This design comes from an exercise in tuning for small area and a short achievable clock period on the open sky130 flow, not from production work.
Only simulation tests tie the RTL to the original design; equivalence was not proved.
Power is estimated from default activity; no workload was simulated.

## qd256
module qd256 (
    input  wire       clk,
    input  wire       rst,
    input  wire       cmd_valid,
    input  wire [2:0] cmd_op,
    input  wire [7:0] cmd_a,
    input  wire [7:0] cmd_b,
    output reg        res_valid,
    output reg  [7:0] res,
    output wire       err
);
clock: 10.0 ns
lec_check: 0
cap_margin: 20
core_area: 2 2 61 61
die_area: 0 0 63 63
slew_margin: 20
standard.sh (not shown) runs the stock make flow with config.mk's settings and CLKGATE_MAP_FILE= SYNTH_SCRIPT=/design/flow/synth_recipe.tcl, a recipe that flattens the netlist after the stock synthesis.
==> flow/flow/run.sh <==
#!/bin/bash
# Own layout flow: the standard synthesis unchanged, then the logic
# between the registers re-mapped for area by OpenROAD's restructure (ABC),
# then the standard layout with plain buf_1 port buffers and an internal
# setup target for repair_timing (flow/knobs.txt).
set -euo pipefail
cd "$(dirname "${BASH_SOURCE[0]}")/.."
KNOBS=$(cat flow/knobs.txt)
RES=$PWD/orfs/results/$FLOW_PLATFORM/qd256/base
bash standard.sh synth > make_synth.log 2>&1
mkdir -p rmp_work
LIB=$FLOW_HOME/platforms/$FLOW_PLATFORM/lib/sky130_fd_sc_hd__tt_025C_1v80.lib
python3 flow/libfilter.py "$LIB" rmp_work/rmp.lib 'sky130_fd_sc_hd__probe*' 'sky130_fd_sc_hd__lpflow_*'
RES=$RES LIB=$LIB RMP_LIB=$PWD/rmp_work/rmp.lib \
  openroad -no_init -exit flow/rmp.tcl > openroad_rmp.log 2>&1
# shellcheck disable=SC2086
bash standard.sh $KNOBS \
  "BUFFER_PORTS_ARGS=-buffer_cell sky130_fd_sc_hd__buf_1" finish > make_finish.log 2>&1
==> flow/flow/knobs.txt <==
SETUP_SLACK_MARGIN=6.0
Other scripts of this flow, unchanged in this note and not shown: flow/flow/libfilter.py, flow/flow/rmp.tcl
The starting point went through all stages and came out clean.
Next try:
==> flow/flow/knobs.txt (replaced) <==
SETUP_SLACK_MARGIN=5.5
After rerunning:
- clock power is about the same
- core utilization goes down by 4.0 points
- synthesized cell count does not change
- register-to-register slack loses 0.16 ns
Next try:
==> flow/flow/knobs.txt (replaced) <==
SETUP_SLACK_MARGIN=5.5 CORE_UTILIZATION=60
Settings changed: CORE_AREA 2 2 61 61 to default, CORE_MARGIN from default to 2, CORE_UTILIZATION from default to 40, DIE_AREA 0 0 63 63 to default.
- The changed run completed without violations
- count of clock-buffer cells in the layout goes up by 1
- cell area drops by 1.3%
- fmax is lower by about 2.4%
- global-route usage goes up by 15 points
- worst setup slack gets worse by 0.11 ns
Next try:
==> flow/flow/knobs.txt (replaced) <==
SETUP_SLACK_MARGIN=6.5
Settings changed: CORE_AREA from default to 2 2 61 61, CORE_MARGIN 2 to default, CORE_UTILIZATION 40 to default, DIE_AREA from default to 0 0 63 63.
The new run went through all stages and came out clean.
Global-route usage went down by 14 points.
Setup slack improved by 0.41 ns.
Final area went up by about 19%.
Utilization went down by 39 points.
Non-clock buffer count went up by 13.
First-iteration DRC count went up by about 32%.
Via count went down by about 5%.
Routed wire length went up by 5.1%.
Total power went up by 6.0%.
Next try:
==> flow/flow/knobs.txt (replaced) <==
SETUP_SLACK_MARGIN=5.0
Effect:
- global-route usage goes down by 1.7 points
- die area does not change
- setup slack degrades by 0.62 ns
- sequential cell count is unchanged
- total power goes down by about 10%
- area after synthesis does not change
- non-clock buffer count falls by 18
- wire length drops by about 20%
- sequential share of layout area rises by 5.7 points
- core utilization drops by 9.4 points
Next try:
==> flow/flow/knobs.txt (replaced) <==
SETUP_SLACK_MARGIN=5.5 TNS_END_PERCENT=10
After rerunning:
- The changed run passed the timing, design-rule and antenna checks
- cell area goes up by 6.5%
- clock power goes down by about 25%
- sequential share of layout area goes down by 1.8 points


## run 1
The RTL this note starts from:
==> flow/design.v <==
module qd256 (
    input  wire       clk,
    input  wire       rst,
    input  wire       cmd_valid,
    input  wire [2:0] cmd_op,
    input  wire [7:0] cmd_a,
    input  wire [7:0] cmd_b,
    output reg        res_valid,
    output reg  [7:0] res,
    output wire       err
);
    reg [7:0] acc;
    reg       err_q;
    wire       use_acc = cmd_op[2];                  
    wire       inv     = ~(cmd_op[0] ^ cmd_op[2]);   
    wire       no_b    = cmd_op[1];                  
    wire [7:0] l    = use_acc ? acc : cmd_a;
    wire [7:0] r    = no_b ? 8'h00 : cmd_b;
    wire       jl   = l[7];
    wire       sub  = jl | inv;
    wire       cin  = jl;
    wire       nout = inv & ~jl;
    wire       flip = jl & (r[0] ^ (inv & l[0]));
    wire [6:0] ro = r[6:0] ^ {7{sub}};
    wire [6:0] lo = l[6:0];
    wire [7:0] g0 = {lo & ro, cin};
    wire [7:0] p0 = {lo ^ ro, 1'b0};
    wire [7:0] s8 = {lo, cin} + {ro, cin};
    wire [6:0] cc = s8[7:1] ^ p0[7:1];
    wire [6:0] sum = p0[7:1] ^ cc;
    wire [6:0] k    = sum ^ {7{nout}} ^ {flip, 6'd0};
    wire [7:0] out  = {jl ^ r[7], k};
    wire       emits = cmd_op[2] ? ~cmd_op[1] : (cmd_op[1] ^ cmd_op[0]);
    always @(posedge clk) begin
        if (rst) begin
            acc       <= 8'h00;
            err_q     <= 1'b0;
            res_valid <= 1'b0;
        end else begin
            res_valid <= cmd_valid & emits;
            if (cmd_valid) begin
                case (cmd_op)
                    3'b011: acc <= 8'h00;
                    3'b100: acc <= out;
                    3'b101: acc <= cmd_b;
                    default: ;
                endcase
                if (cmd_op[2] & cmd_op[1])
                    err_q <= 1'b1;
            end
        end
    end
    always @(posedge clk)
        res <= out;
    assign err = err_q;
endmodule
clock: 10.0 ns
lec_check: 0
cap_margin: 20
core_margin: 2
core_utilization: 40
slew_margin: 20
==> flow/flow/run.sh <==
#!/bin/bash
# Own layout flow: the standard flow (standard synthesis unchanged) with
# plain buf_1 port buffers, an internal setup target for repair_timing
# (flow/knobs.txt) and, after CTS, a downsizing pass that keeps that target.
set -euo pipefail
cd "$(dirname "${BASH_SOURCE[0]}")/.."
KNOBS=$(cat flow/knobs.txt)
for h in flow/*.hook.tcl; do
  [ -e "$h" ] || continue
  v=$(basename "$h" .hook.tcl)
  export "${v}_TCL=$PWD/$h"
done
# shellcheck disable=SC2086
bash standard.sh $KNOBS \
  "BUFFER_PORTS_ARGS=-buffer_cell sky130_fd_sc_hd__buf_1" finish > make_finish.log 2>&1
==> flow/flow/POST_CTS.hook.tcl <==
# Downsize cells that are faster than the internal setup target needs.
puts "hook: recover area after CTS"
estimate_parasitics -placement
repair_timing -recover_power 100 -setup_margin $::env(SETUP_SLACK_MARGIN) -verbose
detailed_placement
==> flow/flow/knobs.txt <==
SETUP_SLACK_MARGIN=5.5
#### Input delta (run 2 over run 1)
==> flow/flow/run.sh <==
#!/bin/bash
# Own layout flow: the standard flow (standard synthesis unchanged) with
# smaller port buffers and a tighter internal setup target for repair_timing.
set -euo pipefail
cd "$(dirname "${BASH_SOURCE[0]}")/.."
KNOBS=$(cat flow/knobs.txt)
# shellcheck disable=SC2086
bash standard.sh $KNOBS \
  "BUFFER_PORTS_ARGS=-buffer_cell sky130_fd_sc_hd__buf_1" finish > make_finish.log 2>&1
==> flow/flow/knobs.txt <==
SETUP_SLACK_MARGIN=6.5
removed: flow/flow/POST_CTS.hook.tcl
- Run 2 consumes more power than run 1 does.
- No stage failed in run 2, and the final checks on the layout all came back clean.
- Taking run 1 as the reference, in run 2 slew at the pin with the worst max-slew slack climbed 0.028 ns; number of cells on the critical path climbed 1; vias per cell barely changed.
- In the tables for run 1 and run 2, share of power burned in combinational logic reads higher with run 2.
Changes in run 3 relative to run 2:
==> flow/flow/run.sh <==
#!/bin/bash
# Own layout flow: the standard flow (standard synthesis unchanged) with
# plain buf_1 port buffers, an internal setup target for repair_timing
# (flow/knobs.txt) and, after CTS, a downsizing pass that keeps that target.
set -euo pipefail
cd "$(dirname "${BASH_SOURCE[0]}")/.."
KNOBS=$(cat flow/knobs.txt)
for h in flow/*.hook.tcl; do
  [ -e "$h" ] || continue
  v=$(basename "$h" .hook.tcl)
  export "${v}_TCL=$PWD/$h"
done
# shellcheck disable=SC2086
bash standard.sh $KNOBS \
  "BUFFER_PORTS_ARGS=-buffer_cell sky130_fd_sc_hd__buf_1" finish > make_finish.log 2>&1
==> flow/flow/PRE_FLOORPLAN.hook.tcl (new file) <==
# Re-map the synthesized logic for area (registers are left as they are);
# repair_timing later in the flow sizes the critical paths back up.
puts "hook: restructure for area"
if { [env_var_exists_and_non_empty DONT_USE_CELLS] } {
  set_dont_use $::env(DONT_USE_CELLS)
}
report_design_area
file mkdir $::env(OBJECTS_DIR)/rmp
restructure -target area -liberty_file [lindex $::env(LIB_FILES) 0] \
  -tielo_port sky130_fd_sc_hd__conb_1/LO -tiehi_port sky130_fd_sc_hd__conb_1/HI \
  -work_dir $::env(OBJECTS_DIR)/rmp -abc_logfile $::env(LOG_DIR)/rmp_abc.log
report_design_area
--- outcome ---
Combinational cell fraction of total power: run 3 lower than run 2. Relative to run 2, multi-input combinational gate total has increased by 2 in run 3. Final cell count without fillers ends up higher on run 3. On mean post-synth cell area, the lower figure sits with run 3, not run 2.

re-timing with driven ports:
No port has a modelled driver above. Below, the same layouts with a new extraction and two added sets of constraints. Step 1 assumes that a clkbuf_16 drives the clock port and a buf_2 every other input. Step 2 adds t to the input delays and takes it off the output delays; t is the mean of the earliest and latest rising clock arrival at the registers after step 1. Input paths then give back, and output paths get back, about the clock's delay inside the block. Three values: no drivers, after step 1, after step 2; two values: the first two.
run	shift t [ns]	slack for setup (ns)	hold slack, ns	clock arrival spread, ns	worst register clock-pin slew, ns
the first run of note 1	0.303	5.941 / 5.876 / 5.573	0.479 / 0.479 / 0.479	0.013 / 0.013	0.11 / 0.11
the second run of note 1	0.308	5.632 / 5.631 / 5.323	0.479 / 0.479 / 0.479	0.007 / 0.007	0.10 / 0.10
the third run of note 1	0.315	5.526 / 5.523 / 5.208	0.490 / 0.490 / 0.490	0.004 / 0.004	0.11 / 0.11
the fourth run of note 1	0.314	5.935 / 5.870 / 5.556	0.480 / 0.480 / 0.480	0.004 / 0.004	0.11 / 0.11
the fifth run of note 1	0.326	5.312 / 5.314 / 4.988	0.489 / 0.489 / 0.489	0.004 / 0.004	0.11 / 0.11
the sixth run of note 1	0.308	5.632 / 5.631 / 5.323	0.479 / 0.479 / 0.479	0.007 / 0.007	0.10 / 0.10
run 1	0.316	5.750 / 5.748 / 5.432	0.492 / 0.492 / 0.492	0.003 / 0.003	0.11 / 0.11
run 2	0.316	6.175 / 6.174 / 5.858	0.482 / 0.482 / 0.482	0.001 / 0.001	0.11 / 0.11
run 3	0.310	5.952 / 5.892 / 5.582	0.485 / 0.485 / 0.485	0.002 / 0.002	0.10 / 0.10
After both steps every run listed still meets setup and hold. The setup slack of the fourth run of note 1, which loses most, moves by -0.065 ns with the drivers and by -0.379 ns with both steps.
